This is an optimization exercise on Yosys and OpenROAD, whose aim is small area, a short achievable clock period and few clock cycles, not a production implementation. In this exercise RTL edits were held to simulation tests only and were not proved equivalent to the original. Power is estimated from default activity; no workload was simulated.

--- flow/config.mk ---
export PLATFORM = sky130hd
export DESIGN_NAME = stcp_compress
export DESIGN_NICKNAME = stcp_compress
export VERILOG_FILES = /design/flow/design.v
export SDC_FILE = /design/flow/constraint.sdc
export NUM_CORES = 4
export LEC_CHECK = 0
export CAP_MARGIN = 20
export CORE_MARGIN = 2
export CORE_UTILIZATION = 65
export CTS_CLUSTER_DIAMETER = 100
export CTS_CLUSTER_SIZE = 30
export SETUP_SLACK_MARGIN = 5
export SLEW_MARGIN = 20
--- flow/constraint.sdc ---
create_clock -name core_clock -period 8.5 [get_ports {clk}]
set_input_delay 1.7000 -clock core_clock [delete_from_list [all_inputs] [get_ports {clk}]]
set_output_delay 1.7000 -clock core_clock [all_outputs]
set_load 0.01 [all_outputs]
--- flow/design.v ---
module stcp_compress (
    input  wire       clk,
    input  wire       rst,           
    input  wire       cmd_valid,
    output wire       cmd_ready,
    input  wire [1:0] cmd_op,        
    input  wire [1:0] cmd_plane,
    input  wire [1:0] cmd_mode,      
    input  wire [5:0] cmd_len,
    input  wire       in_valid,
    output reg        in_ready,
    input  wire [7:0] in_data,
    output wire       out_valid,
    input  wire       out_ready,
    output wire [7:0] out_data,
    output wire       res_valid,
    output wire [2:0] res_kind,
    output wire [5:0] res_len,
    output wire [7:0] res_dsize,
    output wire [7:0] res_psize,
    output wire       res_degraded,
    output wire       res_err,
    output wire       act_method
);
    localparam K_NONE = 3'd0, K_REPEAT = 3'd1, K_ALLZERO = 3'd2, K_DELTA = 3'd3,
               K_PACK = 3'd4, K_NOGAIN = 3'd5;
    localparam FD = 7;               
    integer k, jj;
    reg  [4:0]   ph;
    reg  [255:0] ring0, ring1, ring2;
    reg  [5:0]   zcnt;               
    wire         zact = (zcnt != 6'd0);
    reg          act;                
    reg       cq_v, cq_row;
    reg [1:0] cq_op, cq_plane, cq_mode;
    reg [5:0] cq_len;
    assign cmd_ready = ~cq_v;
    reg       a_v, a_started;
    reg [1:0] a_plane, a_mode;
    reg [5:0] a_len, a_acc;
    reg [7:0] q0d, q1d;
    reg       q0v, q0f, q0l, q1v, q1f, q1l;
    reg        p_v, p_row, p_done;
    reg  [1:0] p_plane, p_mode;
    reg  [5:0] p_len;
    reg        all_eq, all_zero;
    reg  [5:0] dlen;                 
    reg  [5:0] doff;
    reg  [3:0] drun;
    reg  [5:0] plen;
    reg  [7:0] pval;
    reg  [1:0] pseg;                 
    reg        plit;
    reg  [5:0] pf;                   
    reg  [5:0] ptr;                  
    reg  [31:0] dm, em;
    reg  [2:0] t_kind;
    reg        t_err, t_deg, t_clr, t_clract;
    reg        o_act, o_sel, o_rep, o_ehdr;
    reg  [1:0] o_plane;
    reg  [4:0] o_tgt;                
    reg  [4:0] o_left;               
    reg  [4:0] o_ptl;                
    wire [32:0] o_ptd;               
    reg  [4:0] o_off;                
    reg  [4:0] o_rem;                
    reg  [31:0] o_mask;
    assign o_ptd = 33'd1 << o_ptl;
    reg  [7:0] f [0:FD-1];
    reg  [3:0] fc;
    reg        f_ne, f_sp2, ov;
    reg        r0v, r1v, r_done;
    reg [27:0] r0, r1;               
    reg [5:0]  rleft;                
    assign out_data  = f[0];
    assign out_valid = ov;             
    assign res_valid = r_done;
    assign {res_kind, res_len, res_dsize, res_psize, res_degraded, res_err, act_method} = r0;
    wire pop_b   = out_valid & out_ready;
    wire r_fire  = r_done;
    wire       o_fin_now;
    wire       o_free   = ~o_act | ((o_tgt == 5'd0) & f_sp2);
    wire       dec_row  = p_v & p_row & p_done & (ph == 5'd0) & o_free & ~r1v;
    wire       dec_tok  = p_v & ~p_row & ~o_act & ~r1v;
    wire       p_start_ok = ~p_v | dec_row;
    wire       proc     = q0v & (q0f ? ((ph == 5'd0) & p_start_ok) : 1'b1);
    wire       proc_first = proc & q0f;
    wire [1:0] pl   = q0f ? a_plane : p_plane;
    wire [7:0] head0 = ring0[7:0], head1 = ring1[7:0], head2 = ring2[7:0];
    wire [7:0] headp = (pl == 2'd0) ? head0 : (pl == 2'd1) ? head1 : head2;
    wire [7:0] rbyte = zact ? 8'd0 : headp;
    wire       diff  = (q0d != rbyte);
    wire       nz    = (q0d != 8'd0);
    wire       eqp   = ~q0f & (q0d == pval);
    wire [3:0] b_drun = q0f ? 4'd0 : drun;
    wire [5:0] b_doff = q0f ? 6'd0 : doff;
    wire [5:0] b_dlen = q0f ? 6'd0 : dlen;
    reg  [5:0] n_dlen;
    reg  [3:0] n_drun;
    reg  [5:0] n_doff;
    always @(*) begin
        if (diff) begin
            n_doff = 6'd0;
            if (b_drun == 4'd0 || b_drun == 4'd8) begin
                n_dlen = b_dlen + ((b_doff >= 6'd31) ? 6'd3 : 6'd2);
                n_drun = 4'd1;
            end else begin
                n_dlen = b_dlen + 6'd1;
                n_drun = b_drun + 4'd1;
            end
        end else begin
            n_dlen = b_dlen;
            n_drun = 4'd0;
            n_doff = b_doff + 6'd1;
        end
    end
    reg  [5:0] n_plen, n_pf;
    reg  [7:0] n_pval;
    reg  [1:0] n_pseg;
    reg        n_plit;
    wire       ps1 = (pseg == 2'd1), ps2 = (pseg == 2'd2);
    wire [2:0] cold = ps1 ? {2'b00, ~plit} + 3'd1 : ps2 ? {2'b00, ~plit} + 3'd2 : 3'd2;
    wire [2:0] cnew = nz ? ((ps1 | ps2) ? 3'd1 : 3'd2) : 3'd0;
    always @(*) begin
        n_plen = plen; n_pval = pval; n_pseg = pseg; n_plit = plit; n_pf = pf;
        if (q0f) begin
            n_plen = 6'd0; n_pval = q0d; n_pseg = 2'd1; n_plit = 1'b0;
            n_pf = nz ? 6'd2 : 6'd0;
        end else if (eqp) begin
            n_pseg = (pseg == 2'd3) ? 2'd3 : pseg + 2'd1;
            if (nz) begin
                if (ps1) n_pf = pf + 6'd1;
                else if (ps2 & ~plit) n_pf = pf - 6'd1;
            end
        end else begin
            n_plen = plen + {3'd0, cold};
            n_plit = ps1 | ps2;
            n_pf   = plen + {3'd0, cold} + {3'd0, cnew};
            n_pval = q0d;
            n_pseg = 2'd1;
        end
    end
    wire       has_d  = p_mode[0];                       
    wire       has_p  = p_mode[1];                       
    wire [5:0] plen_f = pf;
    wire [5:0] ptrim  = ptr;
    wire [5:0] lenx   = p_len;
    wire       dg     = has_d & (dlen < lenx);
    wire       pg     = has_p & (plen_f < lenx);
    reg  [2:0] d_kind;
    always @(*) begin
        if (all_eq)        d_kind = K_REPEAT;
        else if (all_zero) d_kind = K_ALLZERO;
        else if (dg & pg)  d_kind = (dlen < plen_f) ? K_DELTA :
                                    (plen_f < dlen) ? K_PACK  : (act ? K_PACK : K_DELTA);
        else if (dg)       d_kind = K_DELTA;
        else if (pg)       d_kind = K_PACK;
        else               d_kind = K_NOGAIN;
    end
    wire       cand   = ~all_eq & ~all_zero;
    wire       d_isd  = (d_kind == K_DELTA);
    wire       d_isp  = (d_kind == K_PACK);
    wire [5:0] d_len  = d_isd ? dlen : d_isp ? plen_f : 6'd0;
    wire [7:0] d_dsz  = (cand & has_d) ? {2'b00, dlen} : 8'hFF;
    wire [7:0] d_psz  = (cand & has_p) ? {2'b00, plen_f} : 8'hFF;
    wire       d_act  = d_isd ? 1'b0 : d_isp ? 1'b1 : act;
    wire [27:0] d_res = {d_kind, d_len, d_dsz, d_psz, 1'b0, 1'b0, d_act};
    wire [27:0] t_res = {t_kind, 6'd0, 8'hFF, 8'hFF, t_deg, t_err, act & ~t_clract};
    wire [7:0] tail0 = ring0[255:248], tail1 = ring1[255:248], tail2 = ring2[255:248];
    wire [7:0] sbyte = (o_plane == 2'd0) ? tail0 : (o_plane == 2'd1) ? tail1 : tail2;
    wire       o_now  = o_act & (ph == o_tgt);
    wire       o_step = o_now & f_sp2;
    wire       mk0    = o_mask[31];
    reg  [2:0] dn1;
    always @(*) begin
        dn1 = 3'd7;
        for (k = 6; k >= 0; k = k - 1)
            if (!o_mask[k]) dn1 = k[2:0];            
    end
    reg  [5:0] rcnt;
    reg  [7:0] rhdr;
    always @(*) begin
        rcnt = 6'd31; rhdr = 8'd0 - 8'd31;
        for (k = 30; k >= 0; k = k - 1)
            if (!o_mask[k]) begin rcnt = k[5:0]; rhdr = 8'd0 - k; end
    end
    reg  [5:0] lm1;                  
    always @(*) begin
        lm1 = 6'd31;
        for (k = 31; k >= 1; k = k - 1)
            if (o_ptd[k] || (k <= 29 && !o_mask[k-1] && o_mask[k] && o_mask[(k+1) % 32]))
                lm1 = k - 1;
    end
    reg  [1:0] npush;
    reg  [7:0] pa, pb;
    reg  [4:0] n_orem, n_ooff;
    reg        n_orep, n_oehdr;
    always @(*) begin
        npush = 2'd0; pa = sbyte; pb = sbyte;
        n_orem = o_rem; n_ooff = o_off; n_orep = o_rep; n_oehdr = o_ehdr;
        if (!o_sel) begin
            if (o_rem != 5'd0) begin
                npush = 2'd1; pa = sbyte; n_orem = o_rem - 5'd1; n_ooff = 5'd0;
            end else if (!mk0) begin
                n_ooff = o_off + 5'd1;
                if (o_mask[0] && o_off == 5'd30) begin
                    npush = 2'd1; pa = 8'h1F; n_oehdr = 1'b1;
                end
            end else begin
                npush = 2'd2;
                pa = o_ehdr ? 8'h00 : {dn1, o_off};
                pb = sbyte;
                n_orem = {2'd0, dn1};
                n_ooff = 5'd0;
                n_oehdr = 1'b0;
            end
        end else begin
            if (o_rem != 5'd0) begin
                npush = o_rep ? 2'd0 : 2'd1; pa = sbyte; n_orem = o_rem - 5'd1;
            end else if (o_mask[0] & o_mask[1]) begin
                npush = 2'd2; pa = rhdr; pb = sbyte;
                n_orem = rcnt[4:0]; n_orep = 1'b1;
            end else begin
                npush = 2'd2; pa = {2'b00, lm1}; pb = sbyte;
                n_orem = lm1[4:0]; n_orep = 1'b0;
            end
        end
    end
    wire [1:0] npush_e = o_step ? npush : 2'd0;
    assign o_fin_now = o_step & (o_left == {3'd0, npush});
    wire a_take = in_valid & in_ready;
    wire [5:0] a_acc1 = a_acc + 6'd1;
    wire [5:0] a_acc_n = a_take ? a_acc1 : a_acc;
    wire a_end1 = (a_acc1 == a_len), a_end0 = (a_acc == a_len);
    wire a_rel = a_v & (a_take ? a_end1 : a_end0) & (a_started | (proc_first));
    wire [1:0] cp = cq_plane;
    wire conflict = (p_v & p_row & p_plane == cp) | (o_act & o_plane == cp)
                  | (q0v & q0f & a_plane == cp);
    wire a_disp = cq_v & cq_row & (~a_v | a_rel) & ~conflict;
    wire t_disp = cq_v & ~cq_row & ~a_v & ~q0v & ~q1v & ~p_v;
    wire zc = p_v & p_row & ({1'b0, ph} >= p_len);
    always @(posedge clk) begin
        ring0 <= {((proc && pl == 2'd0) ? q0d : (zact ? 8'd0 : head0)), ring0[255:8]};
        ring1 <= {((proc && pl == 2'd1) ? q0d : (zact ? 8'd0 : head1)), ring1[255:8]};
        ring2 <= {((proc && pl == 2'd2) ? q0d : (zact ? 8'd0 : head2)), ring2[255:8]};
        dm <= {(proc ? diff : (zc ? 1'b0 : dm[0])), dm[31:1]};
        em <= {(proc ? eqp  : (zc ? 1'b0 : em[0])), em[31:1]};
    end
    wire [3:0] wpa = fc, wpb = fc + 4'd1;
    integer j;
    always @(posedge clk) begin
        for (j = 0; j < FD; j = j + 1) begin
            if (pop_b) begin
                if (j + 1 < FD) begin
                    if (npush_e != 2'd0 && wpa == j + 1)       f[j] <= pa;
                    else if (npush_e == 2'd2 && wpb == j + 1)  f[j] <= pb;
                    else                                       f[j] <= f[(j + 1) % FD];
                end
            end else begin
                if (npush_e != 2'd0 && wpa == j)               f[j] <= pa;
                else if (npush_e == 2'd2 && wpb == j)          f[j] <= pb;
            end
        end
    end
    wire [3:0] fc_np = fc + {2'd0, npush_e};
    wire [3:0] fc_p  = fc_np - 4'd1;
    wire [3:0] fc_n  = pop_b ? fc_p : fc_np;
    wire       fne_n = pop_b ? (fc_p != 4'd0) : (fc_np != 4'd0);
    wire       fsp_n = pop_b ? (fc_p <= FD - 2) : (fc_np <= FD - 2);
    always @(posedge clk) begin
        if (rst) begin
            ph <= 5'd0;
            zcnt <= 6'd32;
            act <= 1'b0;
            cq_v <= 1'b0;
            a_v <= 1'b0; a_started <= 1'b0; a_acc <= 6'd0;
            in_ready <= 1'b0;
            q0v <= 1'b0; q1v <= 1'b0;
            p_v <= 1'b0; p_done <= 1'b0;
            o_act <= 1'b0;
            fc <= 4'd0; f_ne <= 1'b0; f_sp2 <= 1'b1; ov <= 1'b0;
            r0v <= 1'b0; r1v <= 1'b0; r_done <= 1'b0; rleft <= 6'd0;
        end else begin
            ph <= ph + 5'd1;
            if (zcnt != 6'd0) zcnt <= zcnt - 6'd1;
            if (cmd_valid & ~cq_v) begin
                cq_v <= 1'b1;
                cq_op <= cmd_op; cq_plane <= cmd_plane; cq_mode <= cmd_mode; cq_len <= cmd_len;
                cq_row <= (cmd_op == 2'd0) && (cmd_plane != 2'd3) && (cmd_mode != 2'd0)
                          && (cmd_len != 6'd0) && (cmd_len <= 6'd32);
            end else if (a_disp | t_disp) begin
                cq_v <= 1'b0;
            end
            if (a_disp) begin
                a_v <= 1'b1; a_started <= 1'b0; a_acc <= 6'd0;
                a_plane <= cq_plane; a_mode <= cq_mode; a_len <= cq_len;
            end else begin
                if (a_rel) a_v <= 1'b0;
                a_acc <= a_acc_n;
                if (proc_first) a_started <= 1'b1;
            end
            begin : iq
                reg v0, v1, f0, f1, l0, l1;
                reg [7:0] d0, d1;
                v0 = q0v; v1 = q1v; f0 = q0f; f1 = q1f; l0 = q0l; l1 = q1l; d0 = q0d; d1 = q1d;
                if (proc) begin v0 = v1; f0 = f1; l0 = l1; d0 = d1; v1 = 1'b0; end
                if (a_take) begin
                    if (!v0) begin v0 = 1'b1; d0 = in_data; f0 = (a_acc == 6'd0); l0 = a_end1; end
                    else     begin v1 = 1'b1; d1 = in_data; f1 = (a_acc == 6'd0); l1 = a_end1; end
                end
                q0v <= v0; q1v <= v1; q0f <= f0; q1f <= f1; q0l <= l0; q1l <= l1; q0d <= d0; q1d <= d1;
            end
            begin : ir
                reg c0, c1, sp0, sp1;
                c0  = (a_acc < a_len) && (ph + 5'd2 == a_acc[4:0]);
                c1  = (a_acc1 < a_len) && (ph + 5'd2 == a_acc1[4:0]);
                sp0 = ~(q0v & q1v) | proc;               
                sp1 = ~(q0v | q1v) | (~(q0v & q1v) & proc);
                if (a_disp)
                    in_ready <= (ph == 5'd30) && (a_take ? sp1 : sp0);
                else
                    in_ready <= a_v && (a_take ? (c1 && sp1) : (c0 && sp0));
            end
            if (proc) begin
                if (q0f) begin
                    p_v <= 1'b1; p_row <= 1'b1;
                    p_plane <= a_plane; p_mode <= a_mode; p_len <= a_len;
                    all_eq <= ~diff; all_zero <= ~nz;
                end else begin
                    if (diff) all_eq <= 1'b0;
                    if (nz) all_zero <= 1'b0;
                end
                dlen <= n_dlen; drun <= n_drun; doff <= n_doff;
                plen <= n_plen; pval <= n_pval; pseg <= n_pseg; plit <= n_plit; pf <= n_pf;
                if (nz) ptr <= {1'b0, ph} + 6'd1;
                else if (q0f) ptr <= 6'd0;
                p_done <= q0l;
            end else if (dec_row | dec_tok) begin
                p_v <= 1'b0; p_done <= 1'b0;
            end else if (t_disp) begin
                p_v <= 1'b1; p_row <= 1'b0;
                t_err <= 1'b0; t_deg <= 1'b0; t_clr <= 1'b0; t_clract <= 1'b0;
                t_kind <= K_NONE;
                case (cq_op)
                    2'd0: begin
                        if (cq_plane == 2'd3)      t_err <= 1'b1;
                        else if (cq_mode == 2'd0)  t_kind <= K_NOGAIN;
                        else if (cq_len > 6'd32) begin t_kind <= K_NOGAIN; t_deg <= 1'b1; end
                        else                       t_kind <= K_REPEAT;
                    end
                    2'd1: t_clr <= 1'b1;
                    2'd2: begin t_clr <= 1'b1; t_clract <= 1'b1; end
                    default: ;
                endcase
            end
            if (dec_row) begin
                if (d_isd) act <= 1'b0;
                if (d_isp) act <= 1'b1;
            end
            if (dec_tok) begin
                if (t_clr) zcnt <= 6'd32;
                if (t_clract) act <= 1'b0;
            end
            if (dec_row & (d_isd | d_isp)) begin
                o_act <= 1'b1; o_sel <= d_isp; o_plane <= p_plane;
                o_tgt <= 5'd1; o_left <= d_len[4:0]; o_ptl <= ptrim[4:0];
                o_off <= 5'd0; o_rem <= 5'd0; o_rep <= 1'b0; o_ehdr <= 1'b0;
            end else if (o_step) begin
                if (o_fin_now) o_act <= 1'b0;
                o_tgt <= o_tgt + 5'd1;
                o_left <= o_left - {3'd0, npush};
                o_ptl <= o_ptl - 5'd1;
                o_rem <= n_orem; o_off <= n_ooff; o_rep <= n_orep; o_ehdr <= n_oehdr;
            end
            fc <= fc_n;
            f_ne <= fne_n;
            f_sp2 <= fsp_n;
            begin : rq
                reg v0, v1;
                reg [27:0] e0, e1;
                reg [5:0] s;
                reg rd;
                v0 = r0v; v1 = r1v; e0 = r0; e1 = r1;
                if (r_fire) begin
                    v0 = v1; e0 = e1; v1 = 1'b0;
                    s = r1[24:19];
                    rd = r1v & (r1[24:19] == 6'd0);
                end else begin
                    s = rleft - {5'd0, pop_b};
                    rd = r0v & (pop_b ? (rleft == 6'd1) : (rleft == 6'd0));
                end
                r_done <= rd;
                ov <= fne_n & ~rd;
                if (dec_row | dec_tok) begin
                    if (!v0) begin v0 = 1'b1; e0 = dec_row ? d_res : t_res; s = dec_row ? d_len : 6'd0; end
                    else     begin v1 = 1'b1; e1 = dec_row ? d_res : t_res; end
                end
                r0v <= v0; r1v <= v1; r0 <= e0; r1 <= e1; rleft <= s;
            end
        end
    end
    always @(posedge clk) begin
        if (dec_row)
            o_mask <= d_isp ? {em[0], em[31:1]} : {dm[0], dm[31:1]};
        else begin
            o_mask <= {o_mask[0], (o_step ? 1'b0 : o_mask[31]), o_mask[30:1]};
        end
    end
endmodule
--- flow/run.sh ---
#!/bin/bash
# synth_recipe.tcl (not shown) runs the flow's synth.tcl, then flattens the netlist and writes it again
# the make line also repeats each setting of config.mk as NAME=value (left out here)
make -C /OpenROAD-flow-scripts/flow DESIGN_CONFIG=/design/flow/config.mk WORK_HOME=/design/flow/orfs CLKGATE_MAP_FILE= SYNTH_SCRIPT=/design/flow/synth_recipe.tcl finish
==> qor.csv, run 1 <==
stage,metric,value,unit
outcome,status,"complete, no violations",
floorplanning,die_h,238,um
grt,antenna_found_initial,2,
grt,grt_max_degree,77,
cells_and_area,synthToLayoutAreaGrowth,9.13,%
flow_run,cap_violations,0,
route,viasPerCell,5.81,
clock_tree,ctsRootBufferMaster,clkbuf_16,
pwr,vdd_drop_max,0.297,mV
worst_setup_path,rrSetupSlack,5.16,ns
floorplanning,die_w,238,um
timing,hold_viol_final,0,
route,drc,0,
floorplanning,ioPinCount,65,
worst_setup_path,startpoint,ov,
worst_setup_path,required,6.80,ns
floorplanning,core-area,0.0540,mm^2
pwr,power.density,235,mW/mm^2
synth,yosysWarnings,2,
synth,syn_inst,2878,
worst_setup_path,end_kind,output pin,
timing,maxSlewViolCount,0,
timing,timing.final.crit_period,3.40,ns
clock_tree,path_clk_slew,0.12,ns
cells_and_area,nFillCells,3477,
synth,synth.yosys.seq_area_share,70.5,%
clock_tree,cts.sinks,1151,
timing,post-route-period-util,40.0,%
worst_setup_path,cpPeakStageDelay,0.58,ns
timing,max_freq,0.294,GHz
worst_setup_path,crit_slowest_cell,clkdlybuf4s50_1,
worst_setup_path,cp.arrival,1.70,ns
timing,worst_slew_pin_slew,1.03,ns
worst_setup_path,start_kind,flip-flop,
worst_setup_path,crit_buf_inv,1,
grt,gr-total-overflow,0,
worst_setup_path,critical_path_class,flip-flop to output pin,
synth,synthTopCellsByArea,"dfxtp_1 53%, edfxtp_1 17%, mux2i_1 3.7%, nand2_1 2.8%, ha_1 2.7%",
timing,clock_skew,0.0459,ns
timing,maxSlewHeadroom,30.8,%
grt,grt_pass1_wl,121,mm
route,wl_per_cell,21.3,um
synth,syn_avg_cell_area,12.4,um^2
worst_setup_path,regToRegEndpoint,f[0][5],
route,postRouteAntennaNets,0,
cells_and_area,register_area,0.0251,mm^2
placement,placedCellCount,3546,
placement,port_buffers,64,
route,initialDrtViolationCount,1791,
route,wirelength,77.8,mm
synth,ys_types,74,
clock_tree,hold_buffers,0,
pwr,power_leakage,0.0144,uW
synth,synth_edf_count,205,
synth,syn-cell-area,0.0356,mm^2
clock_tree,cts_inserted_buffers,44,
synth,yosysTopAreaCell,dfxtp_1,
worst_setup_path,path_max_fanout,2,
worst_setup_path,r2r-start,o_tgt[0],
clock_tree,cts_tree,built,
cells_and_area,multi_input_area,0.00997,mm^2
timing,tns,0,ns
timing,whs,0.310,ns
synth,ys_top_cells_by_count,"946 x dfxtp_1, 265 x nand2_1, 205 x edfxtp_1",
synth,synth.top_cell.area_share,53.2,%
floorplanning,start_util,65.9,%
worst_setup_path,path_delay_family,buffers and inverters,
synth,synth_most_common_cell,dfxtp_1,
grt,grt_pass1_vias,21100,
synth,async_flop_share,0,%
pwr,total_power,9130,uW
floorplanning,rows,85,
cells_and_area,fin_cells,3651,
synth,synth_nets,2987,
worst_setup_path,crit_chain,clkdlybuf4s50_1,
floorplanning,dieArea,0.0567,mm^2
worst_setup_path,cp.depth,1,
placement,dp_hpwl,49.4,mm
synth,ys.flop_type,dfxtp_1,
route,firstDrtPassIters,7,
worst_setup_path,endpoint,out_valid,
cells_and_area,diodes,0,
cells_and_area,drive_gt1_share,7.31,%
timing,rsz0062_at_grt,true,
cells_and_area,nets,3047,
worst_setup_path,ff2ff_path_depth,11,
min_path,min_path_type,flip-flop to flip-flop,
grt,track_usage,27.5,%
clock_tree,clock_latency,0.65,ns
synth,ys_ff_latch,1151,
clock_tree,clk_path_buf_depth,3,
placement,gp_congestion,0.947,
route,via_count,21200,
timing,finalSetupViolCount,0,
clock_tree,htreeDepth,2,
## timing repair
| item | 4_1_cts | 5_1_grt |
|---|---|---|
| gates cloned | 3 | 1 |
| pin swaps | 5 | 10 |
| buffers inserted | 19 | 19 |
| gates resized for setup | 25 | 40 |
| endpoints found under the setup margin | 187 | 166 |
## where the power goes
group / total (uW) / internal [uW] / leakage [uW] / switching (uW)
combinational: 699 / 324 / 0.00429 / 375
clock: 2620 / 1040 / 0.000612 / 1580
sequential: 5820 / 5720 / 0.00952 / 93.0
## worst min-delay path by stage
stage / endpoint / depth (start not counted) / start
global route: ring0[3] / 0 / ring0[11]
finish: ring0[3] / 0 / ring0[11]
global placement: ring1[133] / 0 / ring1[141]
CTS: ring0[3] / 0 / ring0[11]
detailed placement: ring1[181] / 0 / ring1[189]
floorplan: ring0[0] / 0 / ring0[8]
## through the flow
stage	instance area [um^2]	setup WS, ns	util [%]
2_1_floorplan	35600	5.04	-
3_3_place_gp	36900	4.16	68.2
3_5_place_dp	36900	4.03	68.2
4_1_cts	38500	5.01	71.2
5_1_grt	38800	4.95	71.9
6_report	38800	5.10	71.9
## logic make-up after synthesis
group / Yosys count / synth area share, %
mux: 160 / 4.61
fa+ha+maj: 86 / 3.14
buf+inv: 205 / 2.25
xor+xnor: 93 / 2.29
flops: 1151 / 70.5
simple gates: 718 / 9.36
compound gates: 465 / 7.87
## area by class of cell
type,instances,area share (%)
multi-input combinational,1523,25.7
clock buffer,58,2.97
clock inverter,5,0.316
timing repair buffer,127,3.31
sequential,1151,64.6
tap,696,2.24
inverter,91,0.889
## metal layers
| layer | up-vias | share of wire (%) | track usage, % |
|---|---|---|---|
| met1 | 10300 | 42 | 36.4 |
| met2 | 803 | 49 | 47.0 |
| li1 | 9948 | - | - |
| met3 | 183 | 5.8 | 3.54 |
| met4 | 4 | 3.5 | 9.38 |
| met5 | - | 0.039 | 0 |
## placed cells by master, fill, tap and decap left out, drive strengths merged, types with 13 or more instances in the layout
| cell | netlist | final |
|---|---|---|
| nand3 | 46 | 46 |
| nand2b | 22 | 22 |
| clkdlybuf4s50 | 0 | 62 |
| inv | 91 | 90 |
| edfxtp | 205 | 205 |
| o22ai | 40 | 40 |
| or2 | 15 | 15 |
| a211oi | 23 | 23 |
| nand4 | 13 | 13 |
| nand2 | 265 | 265 |
| buf | 30 | 60 |
| mux2 | 25 | 25 |
| and2 | 21 | 21 |
| ha | 78 | 78 |
| xor2 | 43 | 43 |
| nor2 | 199 | 199 |
| nor3 | 48 | 48 |
| a21oi | 107 | 107 |
| nor2b | 38 | 38 |
| a31oi | 27 | 27 |
| dfxtp | 946 | 946 |
| clkbuf | 84 | 59 |
| o21ai | 166 | 166 |
| nor4 | 14 | 14 |
| xnor2 | 50 | 50 |
| mux2i | 135 | 135 |
## state kept, by name (all words and copies together), names as in the netlist, 28 cells and up
register / flops
ring2: 256
ring1: 256
dm: 32
r0: 28
o_mask: 32
ring0: 256
f: 56
em: 32
Testbench counts, summed over its fixed seeds: cycles 123,060.
==> run 2, diff against run 1 <==
==> flow/flow/run.sh (new file) <==
#!/bin/bash
set -euo pipefail
sed 's/SETUP_SLACK_MARGIN=[^ ]*/SETUP_SLACK_MARGIN=5.3/' standard.sh > standard_m.sh
bash standard_m.sh > flow_make.log 2>&1
==> flow/standard.sh (new file) <==
#!/bin/bash
# synth_recipe.tcl (not shown) runs the flow's synth.tcl, then flattens the netlist and writes it again
# the make line also repeats each setting of config.mk as NAME=value (left out here)
make -C /OpenROAD-flow-scripts/flow DESIGN_CONFIG=/design/flow/config.mk WORK_HOME=/design/flow/orfs CLKGATE_MAP_FILE= SYNTH_SCRIPT=/design/flow/synth_recipe.tcl "${@:-finish}"
--- a/flow/config.mk
+++ b/flow/config.mk
@@ -10,4 +10,2 @@
 export CORE_UTILIZATION = 65
-export CTS_CLUSTER_DIAMETER = 100
-export CTS_CLUSTER_SIZE = 30
 export SETUP_SLACK_MARGIN = 5
removed: flow/run.sh
==> run 2 against run 1 <==
  * Clock skew rose by 0.029 ns
  * Combinational power grew 23%
  * Worst setup slack got worse by 0.045 ns
  * Critical path type is now flip-flop to flip-flop
  * Core utilization up 6.8 points
  * Highest routed layer unchanged
  * Critical endpoint is now dlen[5]
  * Global-route usage increased by 3.7 points
  * Routed wire length up 24%
  * Synthesized area unchanged
  * Register-to-register slack got worse by 0.10 ns
  * Flip-flop and latch count unchanged
  * Clock power grew 86%
  * Critical path depth grew 10
==> qor.csv, run 2 <==
stage,metric,value,unit
grt,grt_max_degree,49,
worst_setup_path,path_max_fanout,33,
placement,port_buffers,64,
floorplanning,start_util,65.9,%
cells_and_area,final_common_cell,dfxtp_1,
worst_setup_path,cp.arrival,3.94,ns
timing,maxSlewViolCount,0,
clock_tree,path_clk_slew,0.07,ns
clock_tree,cts_tree,built,
clock_tree,clock_latency,0.71,ns
flow_run,cap_violations,0,
timing,worst_slew_pin_slew,1.28,ns
timing,worst_slack,5.06,ns
route,via_count,23500,
synth,ys_types,74,
cells_and_area,diodes,0,
placement,dp_hpwl,49.1,mm
synth,synth_edf_count,205,
floorplanning,dieArea,0.0567,mm^2
worst_setup_path,end_kind,flip-flop,
cells_and_area,mostFrequentLayoutCells,"941 x dfxtp_1, 254 x nand2_1, 205 x edfxtp_1",
outcome,status,"complete, no violations",
pwr,power.density,272,mW/mm^2
synth,syn_inst,2878,
clock_tree,htreeDepth,3,
worst_setup_path,cpPeakStageDelay,0.46,ns
route,wl_per_cell,25.0,um
grt,grt_pass1_wl,135,mm
min_path,min_path_type,flip-flop to flip-flop,
pwr,vdd_drop_max,0.293,mV
synth,synthTopCellsByArea,"dfxtp_1 53%, edfxtp_1 17%, mux2i_1 3.7%, nand2_1 2.8%, ha_1 2.7%",
floorplanning,core-area,0.0540,mm^2
cells_and_area,nets,3201,
synth,ys.flop_type,dfxtp_1,
grt,antenna_found_initial,4,
timing,tns,0,ns
synth,synth.top_cell.area_share,53.2,%
floorplanning,die_h,238,um
synth,ys_top_cells_by_count,"946 x dfxtp_1, 265 x nand2_1, 205 x edfxtp_1",
timing,maxSlewHeadroom,13.9,%
clock_tree,hold_buffers,0,
grt,track_usage,31.2,%
cells_and_area,fin_cells,3873,
route,firstDrtPassIters,6,
timing,max_freq,0.291,GHz
route,initialDrtViolationCount,2167,
synth,yosysTopAreaCell,dfxtp_1,
grt,grt_pass1_vias,23100,
synth,syn_avg_cell_area,12.4,um^2
synth,ys_ff_latch,1151,
timing,post-route-period-util,40.5,%
placement,placed_area,0.0369,mm^2
worst_setup_path,crit_chain,inv_1 > ha_1 > nor2b_1 > and2_0 > buf_6 > o21ai_0 > a221oi_1 > nor4_2 > buf_6 > nor4_2 > mux2i_1,
synth,async_flop_share,0,%
worst_setup_path,crit_slowest_cell,a221oi_1,
floorplanning,ioPinCount,65,
synth,syn-cell-area,0.0356,mm^2
timing,clock_skew,0.0749,ns
placement,place_ws,4.01,ns
synth,synth_most_common_cell,dfxtp_1,
worst_setup_path,required,8.99,ns
worst_setup_path,start_kind,flip-flop,
cells_and_area,final_area,0.0425,mm^2
route,viasPerCell,6.06,
synth,synth_nets,2987,
timing,hold_viol_final,0,
grt,gr-total-overflow,0,
pwr,power_leakage,0.0163,uW
route,wirelength,96.6,mm
timing,rsz0062_at_grt,true,
placement,placedCellCount,3544,
cells_and_area,reg_top3,"ring0 x256, ring1 x256, ring2 x256",
clock_tree,cts_inserted_buffers,100,
timing,timing.final.crit_period,3.44,ns
worst_setup_path,critical_path_class,flip-flop to flip-flop,
clock_tree,ctsRootBufferMaster,clkbuf_16,
floorplanning,rows,85,
synth,yosysWarnings,2,
timing,whs,0.291,ns
floorplanning,die_w,238,um
clock_tree,clk_path_buf_depth,3,
route,drc,0,
synth,synth.yosys.seq_area_share,70.5,%
cells_and_area,synthToLayoutAreaGrowth,19.5,%
clock_tree,cts.sinks,1151,
timing,finalSetupViolCount,0,
placement,gp_congestion,0.912,
cells_and_area,drive_gt1_share,17.1,%
route,postRouteAntennaNets,0,
## run 2: layout make-up
class | instances | area (um^2)
Sequential cell | 1151 | 25100
Fill cell | 2910 | 11500
Multi-Input combinational cell | 1525 | 10600
Clock buffer | 142 | 2920
Timing Repair Buffer | 223 | 2120
Tap cell | 696 | 871
Clock inverter | 45 | 578
Inverter | 91 | 348
## run 2: layer usage
metal | track usage [%] | vias to the layer above | share of wire (%)
li1 | - | 10300 | -
met1 | 39.4 | 11300 | 37
met2 | 52.6 | 1429 | 49
met3 | 5.96 | 399 | 8.2
met4 | 13.9 | 2 | 5.1
met5 | 0 | - | 0.012
## run 2: power breakdown
| group | switching (uW) | leakage (uW) | internal (uW) |
|---|---|---|---|
| clock network | 2190 | 0.00172 | 2680 |
| logic | 487 | 0.00502 | 373 |
| registers | 112 | 0.00953 | 5730 |
## run 2: cells by family (layout without fill, tap and decap cells)
kind of cell	after synthesis	count (layout)	synth area share (%)
multiplexers	160	160	4.61
buffers and inverters	205	501	2.25
AO/OA/AOI/OAI	465	467	7.87
AND/OR/NAND/NOR	718	719	9.36
flip-flops	1151	1151	70.5
XOR/XNOR	93	93	2.29
adder cells (fa/ha/maj)	86	86	3.14
## run 2: metrics by stage
stage	utilization (%)	total power (uW)
floorplan	-	6410
global placement	68.2	6560
detailed placement	68.3	6600
CTS	76.8	11400
global route	78.7	11800
finish	78.7	11600
## run 2: path summary, 6_finish.rpt
check / slack (ns) / depth (start not counted) / end / from
max reg2reg: 5.06 / 11 / dlen[5] / zcnt[0]
min reg2reg: 0.29 / 0 / ring1[13] / ring1[21]
min: 0.29 / 0 / ring1[13] / ring1[21]
max: 5.06 / 11 / dlen[5] / zcnt[0]
## run 2: worst max-delay path, delay by kind of cell (launching register included)
kind | cells | cell delay (ns)
mux | 1 | 0.27
simple gates | 4 | 0.98
buf+inv | 3 | 0.67
flops | 1 | 0.33
compound gates | 2 | 0.63
fa+ha+maj | 1 | 0.33
## run 2: timing repair
item | CTS | global route
setup endpoints to repair | 339 | 265
setup buffers | 80 | 55
gates resized for setup | 163 | 139
endpoints found under the hold margin | 0 | 0
cloned | 5 | 2
pin swaps | 34 | 51
==> run 3, diff against run 2 <==
--- a/flow/design.v
+++ b/flow/design.v
@@ -81,7 +81,9 @@
     wire       o_fin_now;
-    wire       o_free   = ~o_act | ((o_tgt == 5'd0) & f_sp2);
-    wire       dec_row  = p_v & p_row & p_done & (ph == 5'd0) & o_free & ~r1v;
+    reg        ph0;                  
+    reg        o_now;                
+    wire       o_free   = ~o_act | (o_now & f_sp2);
+    wire       dec_row  = p_v & p_row & p_done & ph0 & o_free & ~r1v;
     wire       dec_tok  = p_v & ~p_row & ~o_act & ~r1v;
     wire       p_start_ok = ~p_v | dec_row;
-    wire       proc     = q0v & (q0f ? ((ph == 5'd0) & p_start_ok) : 1'b1);
+    wire       proc     = q0v & (q0f ? (ph0 & p_start_ok) : 1'b1);
     wire       proc_first = proc & q0f;
@@ -170,3 +172,2 @@
     wire [7:0] sbyte = (o_plane == 2'd0) ? tail0 : (o_plane == 2'd1) ? tail1 : tail2;
-    wire       o_now  = o_act & (ph == o_tgt);
     wire       o_step = o_now & f_sp2;
@@ -271,3 +272,3 @@
         if (rst) begin
-            ph <= 5'd0;
+            ph <= 5'd0; ph0 <= 1'b1; o_now <= 1'b0;
             zcnt <= 6'd32;
@@ -284,2 +285,3 @@
             ph <= ph + 5'd1;
+            ph0 <= (ph == 5'd31);
             if (zcnt != 6'd0) zcnt <= zcnt - 6'd1;
@@ -363,2 +365,4 @@
             end
+            o_now <= (dec_row & (d_isd | d_isp)) |
+                     (o_act & ~o_fin_now & (o_now ? f_sp2 : (o_tgt == ph + 5'd1)));
             if (dec_row & (d_isd | d_isp)) begin
==> flow/run.sh (new file) <==
#!/bin/bash
# synth_recipe.tcl (not shown) runs the flow's synth.tcl, then flattens the netlist and writes it again
# the make line also repeats each setting of config.mk as NAME=value (left out here)
make -C /OpenROAD-flow-scripts/flow DESIGN_CONFIG=/design/flow/config.mk WORK_HOME=/design/flow/orfs CLKGATE_MAP_FILE= SYNTH_SCRIPT=/design/flow/synth_recipe.tcl finish
--- a/flow/config.mk
+++ b/flow/config.mk
@@ -10,2 +10,4 @@
 export CORE_UTILIZATION = 65
+export CTS_CLUSTER_DIAMETER = 100
+export CTS_CLUSTER_SIZE = 30
 export SETUP_SLACK_MARGIN = 5
removed: flow/flow/run.sh
removed: flow/standard.sh
==> run 3 against run 2 <==
  * Still clean
  * First-iteration DRC count down 10%
  * Via count down 10%
  * Synthesized area up 0.39%
  * Maximum frequency down 2.3%
  * Combinational power down 21%
  * Synthesized cell count up 1.3%
  * Clock skew down 0.046 ns
  * Critical endpoint is now ov
  * Largest power group unchanged
==> qor.csv, run 3 <==
stage,metric,value,unit
outcome,status,"complete, no violations",
timing,post-route-period-util,41.5,%
synth,syn-cell-area,0.0357,mm^2
grt,grt_pass1_wl,118,mm
cells_and_area,final_common_cell,dfxtp_1,
worst_setup_path,critical_path_class,flip-flop to flip-flop,
synth,ys_types,84,
grt,gr-total-overflow,0,
synth,syn_avg_cell_area,12.3,um^2
synth,synthTopCellsByArea,"dfxtp_1 53%, edfxtp_1 17%, mux2i_1 3.4%, nand2_1 2.8%, ha_1 2.7%",
clock_tree,cts_inserted_buffers,45,
worst_setup_path,cpPeakStageDelay,0.50,ns
timing,clock_skew,0.0293,ns
route,wl_per_cell,20.4,um
timing,finalSetupViolCount,0,
timing,maxSlewHeadroom,25.6,%
floorplanning,ioPinCount,65,
clock_tree,cts.sinks,1153,
worst_setup_path,end_kind,flip-flop,
clock_tree,clk_path_buf_depth,3,
worst_setup_path,start_kind,flip-flop,
placement,place_ws,4.18,ns
floorplanning,die_w,238,um
clock_tree,ctsRootBufferMaster,clkbuf_16,
synth,ys_ff_latch,1153,
pwr,switching_power,2050,uW
route,wirelength,74.9,mm
timing,maxSlewViolCount,0,
synth,async_flop_share,0,%
timing,timing.final.crit_period,3.52,ns
clock_tree,cts_tree,built,
route,viasPerCell,5.76,
timing,tns,0,ns
synth,synth_nets,3023,
clock_tree,clock_latency,0.63,ns
pwr,vdd_drop_max,0.237,mV
timing,rsz0062_at_grt,true,
synth,ys_top_cells_by_count,"948 x dfxtp_1, 264 x nand2_1, 223 x nor2_1",
pwr,total_power,9130,uW
worst_setup_path,required,9.01,ns
worst_setup_path,crit_chain,inv_2 > ha_4 > or4b_4 > nor2_2 > o22ai_2 > nor2b_2 > ha_2 > fa_2 > xor2_4 > nor3_2 > xnor2_1 > nor2_1 > nand2_1 > nor3_1 > a2111oi_1,
synth,yosysTopAreaCell,dfxtp_1,
cells_and_area,diodes,0,
pwr,power.density,236,mW/mm^2
pwr,intPower,7080,uW
pwr,switching_share,22.5,%
synth,synth_most_common_cell,dfxtp_1,
route,dr_wl_met3,4.06,mm
timing,worst_slack,4.98,ns
cells_and_area,drive_gt1_share,6.10,%
route,initialDrtViolationCount,1943,
placement,dp_hpwl,49.0,mm
clock_tree,path_clk_slew,0.11,ns
synth,syn_inst,2915,
cells_and_area,synthToLayoutAreaGrowth,8.23,%
min_path,min_path_type,flip-flop to flip-flop,
route,drc,0,
grt,antenna_found_initial,1,
route,postRouteAntennaNets,0,
synth,ys.flop_type,dfxtp_1,
route,via_count,21100,
cells_and_area,reg_top3,"ring0 x256, ring1 x256, ring2 x256",
cells_and_area,mostFrequentLayoutCells,"945 x dfxtp_1, 263 x nand2_1, 218 x nor2_1",
placement,gp_congestion,0.935,
worst_setup_path,path_max_fanout,6,
pwr,power_leakage,0.0146,uW
pwr,pwr-share-comb,7.5,%
floorplanning,dieArea,0.0569,mm^2
pwr,clkPwrFrac,28.7,%
floorplanning,core-area,0.0541,mm^2
timing,hold_viol_final,0,
grt,grt_pass1_vias,21000,
grt,grt_max_degree,78,
placement,port_buffers,64,
pwr,seqPwrFrac,63.9,%
floorplanning,die_h,238,um
route,highest_layer,met4,
cells_and_area,nets,3055,
route,wl_met1,33.2,mm
cells_and_area,final_util,71.5,%
timing,worst_slew_pin_slew,1.12,ns
synth,synth_edf_count,205,
clock_tree,htreeDepth,2,
worst_setup_path,crit_slowest_cell,or4b_4,
route,met2_length,35.9,mm
grt,track_usage,26.5,%
synth,yosysWarnings,2,
route,firstDrtPassIters,5,
worst_setup_path,cp.arrival,4.03,ns
synth,synth.yosys.seq_area_share,70.3,%
floorplanning,start_util,66.0,%
flow_run,cap_violations,0,
timing,max_freq,0.284,GHz
synth,synth.top_cell.area_share,53.1,%
floorplanning,rows,85,
-- run 3: cell types whose count changed in the layout (fill, tap and decap cells not counted), sizes merged, moves of 10 or more --
cell / change
dlygate4sd2: -40
and3: +14
nor2: +23
clkdlybuf4s50: +41
clkbuf: -79
clkinv: -26
buf: -122
nor3: -17
o21ai: -10
mux2i: -10
a31oi: -10
a21oi: +31
xnor2: -10
-- run 3: metal layers --
| metal | global-route usage, % | vias to the layer above |
|---|---|---|
| met5 | 0 | - |
| met4 | 8.05 | 0 |
| met3 | 3.63 | 125 |
| met2 | 44.4 | 646 |
| met1 | 36.1 | 10300 |
| li1 | - | 10100 |
-- run 3: cell families (layout without fill, tap and decap cells) --
family	after synthesis	after routing	synth area share [%]
AO/OA/AOI/OAI	500	500	8.59
XOR/XNOR	82	82	2.01
adder cells (fa/ha/maj)	84	84	3.06
buffers and inverters	200	254	2.17
flip-flops	1153	1153	70.3
multiplexers	141	141	4.06
AND/OR/NAND/NOR	755	755	9.78
-- run 3: critical path: cells and delay by family, from the launching register on --
family / cells / cell delay, ns
flip-flops: 1 / 0.42
AND/OR/NAND/NOR: 7 / 1.31
adder cells (fa/ha/maj): 3 / 0.77
XOR/XNOR: 2 / 0.32
AO/OA/AOI/OAI: 2 / 0.48
buffers and inverters: 1 / 0.10
-- run 3: final timing paths --
path / from / endpoint / slack, ns / depth (start not counted)
max: o_rem[0] / ov / 4.98 / 15
min: ring0[124] / ring0[116] / 0.32 / 0
max reg2reg: o_rem[0] / ov / 4.98 / 15
min reg2reg: ring0[124] / ring0[116] / 0.32 / 0
-- run 3: power by group through the flow --
stage	Sequential, uW	Combinational, uW	Clock, uW
finish	5830	681	2620
global route	5850	762	2840
floorplan	5920	481	0
detailed placement	5950	646	0
CTS	5830	659	2670
global placement	5940	613	0
-- run 3: final cells by class --
class / instances / area [um^2]
timing repair inverter: 1 / 7.51
tap: 696 / 871
clock inverter: 6 / 87.6
sequential: 1153 / 25100
fill: 3612 / 15500
clock buffer: 63 / 1210
inverter: 84 / 319
timing repair buffer: 100 / 1010
multi-input combinational: 1562 / 10000
-- run 3: through the flow --
stage	hold WS (ns)	area, um^2	instances
floorplan	0.310	35700	2915
global placement	0.310	37000	3580
detailed placement	0.312	37000	3580
CTS	0.329	38400	3655
global route	0.331	38700	3665
finish	0.324	38700	3665
-- run 3: timing repair --
action,4_1_cts,5_1_grt
setup buffers,4,8
pin swaps,1,9
hold buffers,0,0
endpoints found under the hold margin,0,0
setup endpoints to repair,62,84
gates resized for setup,18,37
cloned,2,2
Testbench counts of run 3, summed over its fixed seeds: cycles 123,060.
==> run 4, diff against run 3 <==
==> flow/flow/run.sh (new file) <==
#!/bin/bash
set -euo pipefail
sed 's/SETUP_SLACK_MARGIN=[^ ]*/SETUP_SLACK_MARGIN=5.4/' standard.sh > standard_m.sh
bash standard_m.sh > flow_make.log 2>&1
==> flow/standard.sh (new file) <==
#!/bin/bash
# synth_recipe.tcl (not shown) runs the flow's synth.tcl, then flattens the netlist and writes it again
# the make line also repeats each setting of config.mk as NAME=value (left out here)
make -C /OpenROAD-flow-scripts/flow DESIGN_CONFIG=/design/flow/config.mk WORK_HOME=/design/flow/orfs CLKGATE_MAP_FILE= SYNTH_SCRIPT=/design/flow/synth_recipe.tcl "${@:-finish}"
removed: flow/run.sh
==> run 4 against run 3 <==
  * Flip-flop and latch count did not move
  * Largest cell class unchanged
  * Worst setup slack improved by 0.27 ns
  * Critical path type unchanged
  * Highest routed layer is now met5
  * Non-clock buffer count rose by 63
  * Sequential power barely moved
  * Hold slack got worse by 0.0027 ns
  * Power rose by 0.44%
  * Via count rose by 1.2%
  * Clock-buffer cell count fell by 1
  * Core utilization rose by 1.8 points
==> qor.csv, run 4 <==
stage,metric,value,unit
worst_setup_path,crit_buf_inv,2,
synth,ys_top_cells_by_count,"948 x dfxtp_1, 264 x nand2_1, 223 x nor2_1",
cells_and_area,multi_input_area,0.0105,mm^2
clock_tree,path_clk_slew,0.12,ns
synth,syn_avg_cell_area,12.3,um^2
pwr,power_leakage,0.0150,uW
worst_setup_path,start_kind,flip-flop,
worst_setup_path,rrSetupSlack,5.24,ns
worst_setup_path,crit_slowest_cell,fa_2,
synth,synthTopCellsByArea,"dfxtp_1 53%, edfxtp_1 17%, mux2i_1 3.4%, nand2_1 2.8%, ha_1 2.7%",
timing,hold_viol_final,0,
clock_tree,cts.sinks,1153,
cells_and_area,final_common_cell,dfxtp_1,
synth,yosysWarnings,2,
cells_and_area,final_util,73.3,%
timing,timing.final.crit_period,3.26,ns
clock_tree,cts_inserted_buffers,45,
clock_tree,clock_latency,0.65,ns
worst_setup_path,path_max_fanout,4,
placement,port_buffers,64,
route,via_count,21400,
floorplanning,die_w,238,um
floorplanning,dieArea,0.0569,mm^2
floorplanning,rows,85,
timing,worst_slack,5.24,ns
synth,async_flop_share,0,%
synth,ys.flop_type,dfxtp_1,
route,postRouteAntennaNets,0,
timing,clock_skew,0.0407,ns
min_path,min_path_type,flip-flop to flip-flop,
pwr,vdd_drop_max,0.268,mV
worst_setup_path,critical_path_class,flip-flop to flip-flop,
clock_tree,cts_tree,built,
synth,yosysTopAreaCell,dfxtp_1,
placement,dp_hpwl,48.9,mm
floorplanning,ioPinCount,65,
worst_setup_path,end_kind,flip-flop,
timing,tns,0,ns
placement,place_ws,4.20,ns
synth,synth.yosys.seq_area_share,70.3,%
worst_setup_path,path_delay_family,adder cells,
grt,grt_pass1_vias,21300,
route,initialDrtViolationCount,1561,
cells_and_area,drive_gt1_share,10.8,%
grt,track_usage,27.2,%
cells_and_area,register_area,0.0251,mm^2
timing,maxSlewHeadroom,35.9,%
timing,worst_slew_pin_slew,0.957,ns
route,firstDrtPassIters,7,
cells_and_area,synthToLayoutAreaGrowth,11.0,%
grt,grt_max_degree,78,
synth,ys_ff_latch,1153,
route,viasPerCell,5.72,
synth,ys_types,84,
worst_setup_path,cp.arrival,3.77,ns
placement,gp_congestion,0.912,
worst_setup_path,cpPeakStageDelay,0.64,ns
synth,syn_inst,2915,
flow_run,cap_violations,0,
synth,synth_nets,3023,
floorplanning,start_util,66.0,%
floorplanning,core-area,0.0541,mm^2
worst_setup_path,cpMostUsedCell,ha_4,
timing,post-route-period-util,38.3,%
clock_tree,ctsRootBufferMaster,clkbuf_16,
grt,antenna_found_initial,3,
worst_setup_path,required,9.01,ns
route,drc,0,
pwr,power.density,231,mW/mm^2
clock_tree,htreeDepth,2,
synth,synth_edf_count,205,
timing,whs,0.321,ns
cells_and_area,mostFrequentLayoutCells,"942 x dfxtp_1, 255 x nand2_1, 213 x nor2_1",
grt,gr-total-overflow,0,
floorplanning,die_h,238,um
cells_and_area,nFillCells,3503,
clock_tree,clk_path_buf_depth,3,
timing,maxSlewViolCount,0,
grt,grt_pass1_wl,121,mm
synth,synth.top_cell.area_share,53.1,%
route,wl_per_cell,20.8,um
route,wirelength,77.4,mm
cells_and_area,nets,3120,
cells_and_area,reg_top3,"ring0 x256, ring1 x256, ring2 x256",
timing,max_freq,0.307,GHz
synth,synth_most_common_cell,dfxtp_1,
worst_setup_path,crit_chain,inv_2 > ha_4 > or4b_4 > nor2_4 > o22ai_2 > nor2b_4 > ha_4 > fa_2 > inv_1 > ha_2 > nand2_1 > o21ai_1 > a2111oi_2,
timing,finalSetupViolCount,0,
synth,syn-cell-area,0.0357,mm^2
outcome,status,"complete, no violations",
timing,rsz0062_at_grt,true,
run 4: cell types whose count changed in the layout (fill, tap and decap cells not counted), moves of 8 or more:
cell	change
clkdlybuf4s50_1	-43
ha_1	-9
clkdlybuf4s15_1	+26
nand2_1	-8
buf_4	+54
dlygate4sd2_1	+12
run 4: worst paths after layout:
path,from,endpoint,depth (start not counted)
worst max register to register,o_rem[0],ov,13
worst min-delay path,ring0[15],ring0[7],0
worst min register to register,ring0[15],ring0[7],0
worst max-delay path,o_rem[0],ov,13
run 4: final cells by class:
class | instances | share of cell area (%)
flip-flops and latches | 1153 | 63.4
multi-input cells | 1563 | 26.4
repair buffers | 163 | 3.82
clock buffers | 62 | 3.00
well taps | 696 | 2.20
inverters | 84 | 0.887
clock inverters | 8 | 0.293
repair inverters | 2 | 0.0315
diodes | 1 | 0.00631
run 4: per-layer routing:
layer / up-vias / wire, um / track usage [%]
li1: 10200 / - / -
met1: 10300 / 33300 / 36.1
met2: 670 / 38000 / 46.7
met3: 181 / 3540 / 3.22
met4: 2 / 2560 / 9.22
met5: - / 16 / 0
run 4: repair_timing:
action                     CTS  global route
hold endpoints to repair     0             0
hold buffers                 0             0
pin swaps                   33            28
setup endpoints to repair  235           200
setup buffers               46            31
cloned                       3             3
resized for setup          132            87
run 4: stage by stage:
stage | instance area (um^2) | std cells | total power [uW]
CTS | 39000 | 3696 | 9180
floorplan | 35900 | 2915 | 6410
global route | 39700 | 3731 | 9500
finish | 39700 | 3732 | 9170
detailed placement | 37000 | 3577 | 6610
global placement | 37000 | 3577 | 6570
run 4: where the power goes:
group | internal [uW] | leakage, uW | switching [uW] | total, uW
Combinational | 316 | 0.00485 | 395 | 711
Sequential | 5740 | 0.00955 | 99.6 | 5840
Clock | 1020 | 0.000629 | 1610 | 2620
Total | 7070 | 0.0150 | 2100 | 9170
run 4: cell families (layout without fill, tap and decap cells):
group / count (synthesis) / after routing / share of synthesized area, %
AND/OR/NAND/NOR: 755 / 756 / 9.78
adder cells (fa/ha/maj): 84 / 84 / 3.06
XOR/XNOR: 82 / 82 / 2.01
AO/OA/AOI/OAI: 500 / 500 / 8.59
other: 0 / 1 / 0
multiplexers: 141 / 141 / 4.06
buffers and inverters: 200 / 319 / 2.17
flip-flops: 1153 / 1153 / 70.3
==> run 5, diff against run 4 <==
--- a/flow/design.v
+++ b/flow/design.v
@@ -66,2 +66,3 @@
     reg  [4:0] o_rem;                
+    reg        o_rnz;                
     reg  [31:0] o_mask;
@@ -202,3 +203,3 @@
         if (!o_sel) begin
-            if (o_rem != 5'd0) begin
+            if (o_rnz) begin
                 npush = 2'd1; pa = sbyte; n_orem = o_rem - 5'd1; n_ooff = 5'd0;
@@ -218,3 +219,3 @@
         end else begin
-            if (o_rem != 5'd0) begin
+            if (o_rnz) begin
                 npush = o_rep ? 2'd0 : 2'd1; pa = sbyte; n_orem = o_rem - 5'd1;
@@ -268,4 +269,9 @@
     wire [3:0] fc_n  = pop_b ? fc_p : fc_np;
-    wire       fne_n = pop_b ? (fc_p != 4'd0) : (fc_np != 4'd0);
-    wire       fsp_n = pop_b ? (fc_p <= FD - 2) : (fc_np <= FD - 2);
+    wire [1:0] npe   = npush_e;
+    wire       fne_np = (fc != 4'd0) | (npe != 2'd0);
+    wire       fne_p  = (fc >= 4'd2) | ((fc == 4'd1) & (npe != 2'd0)) | (npe == 2'd2);
+    wire       fsp_np = (npe == 2'd0) ? (fc <= FD - 2) : (npe == 2'd1) ? (fc <= FD - 3) : (fc <= FD - 4);
+    wire       fsp_p  = (npe == 2'd0) ? (fc <= FD - 1) : (npe == 2'd1) ? (fc <= FD - 2) : (fc <= FD - 3);
+    wire       fne_n = pop_b ? fne_p : fne_np;
+    wire       fsp_n = pop_b ? fsp_p : fsp_np;
     always @(posedge clk) begin
@@ -370,3 +376,3 @@
                 o_tgt <= 5'd1; o_left <= d_len[4:0]; o_ptl <= ptrim[4:0];
-                o_off <= 5'd0; o_rem <= 5'd0; o_rep <= 1'b0; o_ehdr <= 1'b0;
+                o_off <= 5'd0; o_rem <= 5'd0; o_rnz <= 1'b0; o_rep <= 1'b0; o_ehdr <= 1'b0;
             end else if (o_step) begin
@@ -376,3 +382,3 @@
                 o_ptl <= o_ptl - 5'd1;
-                o_rem <= n_orem; o_off <= n_ooff; o_rep <= n_orep; o_ehdr <= n_oehdr;
+                o_rem <= n_orem; o_rnz <= (n_orem != 5'd0); o_off <= n_ooff; o_rep <= n_orep; o_ehdr <= n_oehdr;
             end
==> flow/run.sh (new file) <==
#!/bin/bash
# synth_recipe.tcl (not shown) runs the flow's synth.tcl, then flattens the netlist and writes it again
# the make line also repeats each setting of config.mk as NAME=value (left out here)
make -C /OpenROAD-flow-scripts/flow DESIGN_CONFIG=/design/flow/config.mk WORK_HOME=/design/flow/orfs CLKGATE_MAP_FILE= SYNTH_SCRIPT=/design/flow/synth_recipe.tcl finish
removed: flow/flow/run.sh
removed: flow/standard.sh
==> run 5 against run 4 <==
  * Global-route usage is 2.3 points lower
  * Final cell count is 3.4% lower
  * Worst setup slack worse by 0.19 ns
  * Sequential power hardly changed
  * Core utilization is 2.2 points lower
  * Die area is 0.37% lower
  * Routed wire length is 8.3% lower
  * Still clean
  * Power is 2.8% lower
  * Via count is 3.6% lower
  * Cell area is 3.2% lower
  * Flip-flop and latch count is 1 higher
  * Clock-buffer cell count is 4 lower
==> qor.csv, run 5 <==
stage,metric,value,unit
grt,grt_pass1_wl,111,mm
worst_setup_path,crit_slowest_cell,clkdlybuf4s50_1,
floorplanning,die_w,238,um
min_path,hold_depth,0,
floorplanning,rows,85,
timing,maxSlewViolCount,0,
grt,track_usage,24.9,%
route,firstDrtPassIters,5,
grt,antenna_found_initial,0,
pwr,intPower,6980,uW
worst_setup_path,r2r-start,q0f,
synth,async_flop_share,0,%
min_path,worstHoldStart,ring0[165],
timing,maxSlewHeadroom,30.8,%
pwr,switching_power,1930,uW
cells_and_area,synthToLayoutAreaGrowth,7.85,%
synth,synth_nets,2963,
clock_tree,cts.sinks,1154,
timing,timing.final.crit_period,3.45,ns
worst_setup_path,rrSetupSlack,5.09,ns
route,initialDrtViolationCount,1639,
outcome,status,"complete, no violations",
worst_setup_path,cp.depth,2,
worst_setup_path,end_kind,output pin,
synth,syn-cell-area,0.0356,mm^2
timing,hold_viol_final,0,
clock_tree,ctsRootBufferMaster,clkbuf_16,
worst_setup_path,required,6.80,ns
placement,placed_area,0.0368,mm^2
clock_tree,clk_path_buf_depth,3,
worst_setup_path,cp.arrival,1.75,ns
timing,tns,0,ns
timing,finalSetupViolCount,0,
pwr,switching_share,21.6,%
route,postRouteAntennaNets,0,
synth,ys_top_cells_by_count,"948 x dfxtp_1, 211 x nor2_1, 206 x edfxtp_1",
timing,rsz0062_at_grt,true,
placement,port_buffers,64,
timing,worst_slack,5.05,ns
synth,synth.top_cell.area_share,53.3,%
cells_and_area,nFillCells,3798,
worst_setup_path,crit_buf_inv,2,
flow_run,cap_violations,0,
clock_tree,clock_latency,0.62,ns
clock_tree,htreeDepth,2,
floorplanning,dieArea,0.0567,mm^2
route,wirelength,71.0,mm
worst_setup_path,path_max_fanout,12,
cells_and_area,multi_input_area,0.00979,mm^2
cells_and_area,nets,2998,
synth,ys_ff_latch,1154,
worst_setup_path,start_kind,flip-flop,
cells_and_area,diodes,0,
clock_tree,cts_tree,built,
clock_tree,path_clk_slew,0.12,ns
pwr,seqPwrFrac,65.3,%
timing,worst_slew_pin_slew,1.03,ns
cells_and_area,final_util,71.1,%
placement,dp_hpwl,47.9,mm
timing,clock_skew,0.0378,ns
cells_and_area,final_area,0.0384,mm^2
synth,synth_edf_count,206,
pwr,power_leakage,0.0144,uW
synth,yosysWarnings,2,
grt,grt_max_degree,76,
worst_setup_path,crit_chain,buf_12 > clkdlybuf4s50_1,
timing,post-route-period-util,40.6,%
placement,place_ws,3.80,ns
pwr,clkPwrFrac,28.0,%
placement,placedCellCount,3526,
timing,max_freq,0.290,GHz
worst_setup_path,ff2ff_path_depth,11,
synth,syn_avg_cell_area,12.5,um^2
synth,synth.yosys.seq_area_share,70.7,%
route,via_count,20600,
synth,synthTopCellsByArea,"dfxtp_1 53%, edfxtp_1 17%, mux2i_1 2.7%, ha_1 2.6%, nor2_1 2.2%",
placement,gp_congestion,0.925,
synth,synth_most_common_cell,dfxtp_1,
route,wl_per_cell,19.7,um
cells_and_area,reg_top3,"ring0 x256, ring1 x256, ring2 x256",
cells_and_area,register_area,0.0252,mm^2
pwr,pwr-share-comb,6.7,%
synth,ys_types,87,
pwr,power.density,232,mW/mm^2
min_path,min_to,ring0[157],
worst_setup_path,regToRegEndpoint,all_eq,
clock_tree,cts_inserted_buffers,44,
grt,grt_pass1_vias,20100,
synth,yosysTopAreaCell,dfxtp_1,
cells_and_area,final_common_cell,dfxtp_1,
floorplanning,start_util,65.9,%
cells_and_area,mostFrequentLayoutCells,"947 x dfxtp_1, 207 x nor2_1, 206 x edfxtp_1",
pwr,vdd_drop_max,0.198,mV
floorplanning,die_h,238,um
cells_and_area,fin_cells,3605,
floorplanning,core-area,0.0540,mm^2
grt,gr-total-overflow,0,
min_path,min_path_type,flip-flop to flip-flop,
route,drc,0,
worst_setup_path,cpPeakStageDelay,0.55,ns
worst_setup_path,critical_path_class,flip-flop to output pin,
floorplanning,ioPinCount,65,
route,viasPerCell,5.71,
synth,syn_inst,2857,
cells_and_area,drive_gt1_share,5.19,%
worst_setup_path,path_delay_family,buffers and inverters,
synth,ys.flop_type,dfxtp_1,
-- run 5: cell types whose count changed after synthesis, moves of 8 or more --
cell      before  now
nand2_1      264  205
o211ai_1      14   57
mux2i_1      123   97
clkbuf_1      99   77
nand3_1       54   73
buf_2         10   23
nor2_1       223  211
a21oi_1      138  129
a211oi_1      23   15
nor3_1        31   23
o32ai_1        1    9
-- run 5: layout make-up --
class	count	area share, %
inverter	89	0.886
sequential	1154	65.5
multi-input combinational	1506	25.5
timing repair buffer	97	2.67
clock buffer	58	3.00
tap	696	2.27
clock inverter	5	0.134
-- run 5: per-layer routing --
metal,GRT usage [%],routed length [um]
met1,34.9,31900
met2,40.8,33600
met3,3.27,3840
met4,7.25,1640
met5,0,0
-- run 5: through the flow --
| step | power [uW] | hold slack [ns] |
|---|---|---|
| finish | 8910 | 0.319 |
| global route | 9240 | 0.336 |
| CTS | 8960 | 0.331 |
| detailed placement | 6520 | 0.312 |
| global placement | 6490 | 0.310 |
| floorplan | 6350 | 0.310 |
-- run 5: worst max-delay path by stage --
stage | slack [ns] | endpoint | start
floorplan | 5.04 | rleft[3] | out_ready
global placement | 3.79 | rleft[4] | out_ready
detailed placement | 3.80 | rleft[4] | out_ready
CTS | 5.01 | res_valid | r_done
global route | 4.91 | all_eq | q0f
finish | 5.05 | res_valid | r_done
-- run 5: timing repair --
action | in CTS | in global routing
pin swaps | 2 | 1
setup buffers | 3 | 9
endpoints found under the setup margin | 136 | 114
cloned | 3 | 1
hold buffers | 0 | 0
hold endpoints to repair | 0 | 0
gates resized for setup | 20 | 28
-- run 5: logic make-up after synthesis --
family                   after synthesis  synth area share (%)
XOR/XNOR                              92                  2.26
adder cells (fa/ha/maj)               83                  3.03
flip-flops                          1154                  70.7
buffers and inverters                199                  2.28
multiplexers                         108                  3.11
AO/OA/AOI/OAI                        542                  9.78
AND/OR/NAND/NOR                      679                  8.85
-- run 5: power by group through the flow --
stage               Sequential (uW)  Clock [uW]  Combinational, uW
finish                         5820        2490                601
global route                   5840        2730                671
floorplan                      5920           0                423
detailed placement             5940           0                581
CTS                            5820        2560                590
global placement               5930           0                556
Testbench counts of run 5, summed over its fixed seeds: cycles 123,060.
==> run 6, diff against run 5 <==
--- a/flow/config.mk
+++ b/flow/config.mk
@@ -9,3 +9,3 @@
 export CORE_MARGIN = 2
-export CORE_UTILIZATION = 65
+export CORE_UTILIZATION = 75
 export CTS_CLUSTER_DIAMETER = 100
==> run 6 against run 5 <==
  * Sequential share of layout area shrank 0.16 points
  * Core utilization is 11 points higher
  * Clock power rose by 4%
  * Hold slack improved by 0.0043 ns
  * Still clean on timing, DRC and antenna
  * Clock skew shrank 0.0046 ns
  * Routed wire length grew 20%
  * First-iteration DRC count is 98% higher
  * Non-clock buffer count rose by 22
  * Clock-buffer cell count up 1
  * Register-to-register slack worse by 0.06 ns
  * Global-route usage up 9.5 points
  * Largest cell class unchanged
  * Combinational power increased by 6.0%
==> qor.csv, run 6 <==
stage,metric,value,unit
synth,synth.yosys.seq_area_share,70.7,%
synth,ys_types,87,
worst_setup_path,critical_path_class,flip-flop to flip-flop,
clock_tree,clk_path_buf_depth,3,
floorplanning,rows,79,
floorplanning,die_h,222,um
floorplanning,dieArea,0.0492,mm^2
grt,gr-total-overflow,0,
cells_and_area,final_area,0.0385,mm^2
route,wl_per_cell,24.2,um
pwr,power.density,235,mW/mm^2
timing,finalSetupViolCount,0,
worst_setup_path,cp.arrival,3.85,ns
outcome,status,"complete, no violations",
timing,post-route-period-util,40.9,%
placement,placed_area,0.0367,mm^2
cells_and_area,nets,3021,
grt,grt_pass1_wl,129,mm
pwr,vdd_drop_max,0.219,mV
route,viasPerCell,6.38,
clock_tree,cts_inserted_buffers,44,
cells_and_area,nFillCells,2412,
flow_run,cap_violations,0,
synth,synth_nets,2963,
cells_and_area,synthToLayoutAreaGrowth,8.12,%
worst_setup_path,rrSetupSlack,5.03,ns
synth,ys_ff_latch,1154,
worst_setup_path,crit_chain,inv_1 > ha_2 > mux2i_2 > o32ai_1 > a211oi_1 > o311ai_1 > a21oi_1 > or3b_4 > o21ai_1 > o21ai_0,
synth,synth_most_common_cell,dfxtp_1,
floorplanning,core-area,0.0467,mm^2
grt,grt_pass1_vias,22300,
synth,syn_avg_cell_area,12.5,um^2
worst_setup_path,crit_slowest_cell,or3b_4,
timing,worst_slew_pin_slew,1.11,ns
synth,synth_edf_count,206,
clock_tree,cts.sinks,1154,
worst_setup_path,required,8.88,ns
cells_and_area,mostFrequentLayoutCells,"945 x dfxtp_1, 207 x nor2_1, 206 x edfxtp_1",
pwr,power_leakage,0.0145,uW
min_path,min_path_type,flip-flop to flip-flop,
cells_and_area,final_common_cell,dfxtp_1,
synth,ys.flop_type,dfxtp_1,
route,via_count,22600,
synth,async_flop_share,0,%
route,initialDrtViolationCount,3250,
synth,yosysWarnings,2,
synth,syn_inst,2857,
cells_and_area,diodes,0,
worst_setup_path,path_max_fanout,8,
cells_and_area,register_area,0.0252,mm^2
route,firstDrtPassIters,6,
floorplanning,die_w,222,um
floorplanning,ioPinCount,65,
clock_tree,ctsRootBufferMaster,clkbuf_16,
timing,max_freq,0.288,GHz
placement,dp_hpwl,56.4,mm
timing,timing.final.crit_period,3.47,ns
placement,gp_congestion,0.899,
clock_tree,cts_tree,built,
route,drc,0,
timing,rsz0062_at_grt,true,
timing,hold_viol_final,0,
floorplanning,start_util,76.3,%
worst_setup_path,end_kind,flip-flop,
route,wirelength,85.5,mm
worst_setup_path,crit_buf_inv,1,
worst_setup_path,cpPeakStageDelay,0.52,ns
synth,syn-cell-area,0.0356,mm^2
worst_setup_path,path_delay_family,compound AO/OA/AOI/OAI gates,
synth,synthTopCellsByArea,"dfxtp_1 53%, edfxtp_1 17%, mux2i_1 2.7%, ha_1 2.6%, nor2_1 2.2%",
clock_tree,clock_latency,0.63,ns
## run 6: routing by layer
layer  GRT usage, %  routed length, um  vias up
li1               -                  -    10000
met1           43.4              31500    10900
met2           58.9              42200     1340
met3           4.55               7140      346
met4           16.8               4690        0
met5              0                  0        -
## run 6: layout make-up
cell class / instances / share of cell area, %
flip-flops and latches: 1154 / 65.4
multi-input cells: 1507 / 25.6
clock buffers: 59 / 3.06
repair buffers: 119 / 2.98
well taps: 607 / 1.97
inverters: 89 / 0.871
clock inverters: 3 / 0.163
## run 6: power by group
group          internal [uW]  switching, uW  leakage [uW]
combinational            276            362       0.00436
sequential              5730            101       0.00956
clock                    999           1590      0.000597
## run 6: worst min path at each step
stage                     from    endpoint  slack (ns)  depth (start not counted)
finish               ring1[23]   ring1[15]        0.32                          0
CTS                  ring1[23]   ring1[15]        0.33                          0
detailed placement   ring0[19]   ring0[11]        0.31                          0
floorplan             ring0[8]    ring0[0]        0.31                          0
global route        ring2[242]  ring2[234]        0.33                          0
global placement    ring2[228]  ring2[220]        0.31                          0
## run 6: kinds of logic after synthesis
logic type                 count (synthesis)  share of synthesized area, %
buffers and inverters                    199                          2.28
xor gates and xnor gates                  92                          2.26
muxes                                    108                          3.11
and+or+nand+nor                          679                          8.85
DFF                                     1154                          70.7
adders and majority gates                 83                          3.03
AOI/OAI and AO/OA                        542                          9.78
## run 6: metrics by stage
stage	setup WS [ns]	instances	total power, uW	utilization [%]	hold slack (ns)
2_1_floorplan	5.04	2857	6350	-	0.310
3_3_place_gp	4.39	3436	6480	78.6	0.310
3_5_place_dp	4.23	3436	6550	78.6	0.312
4_1_cts	5.00	3506	9030	81.7	0.327
5_1_grt	4.92	3538	9300	82.5	0.328
6_report	5.03	3538	9060	82.5	0.324
## run 6: timing repair
| item | CTS | global route |
|---|---|---|
| pin swaps | 3 | 4 |
| resized for setup | 19 | 32 |
| setup endpoints to repair | 131 | 149 |
| hold buffers | 0 | 0 |
| buffers inserted | 5 | 31 |
| gates cloned | 3 | 1 |

Setup slack of run 6, layout unchanged: 5.026 ns with ideal ports, 5.026 ns with driving cells assumed (clock clkbuf_16, inputs buf_2), 4.507 ns with port delays also shifted by the 0.680 ns mid clock arrival.
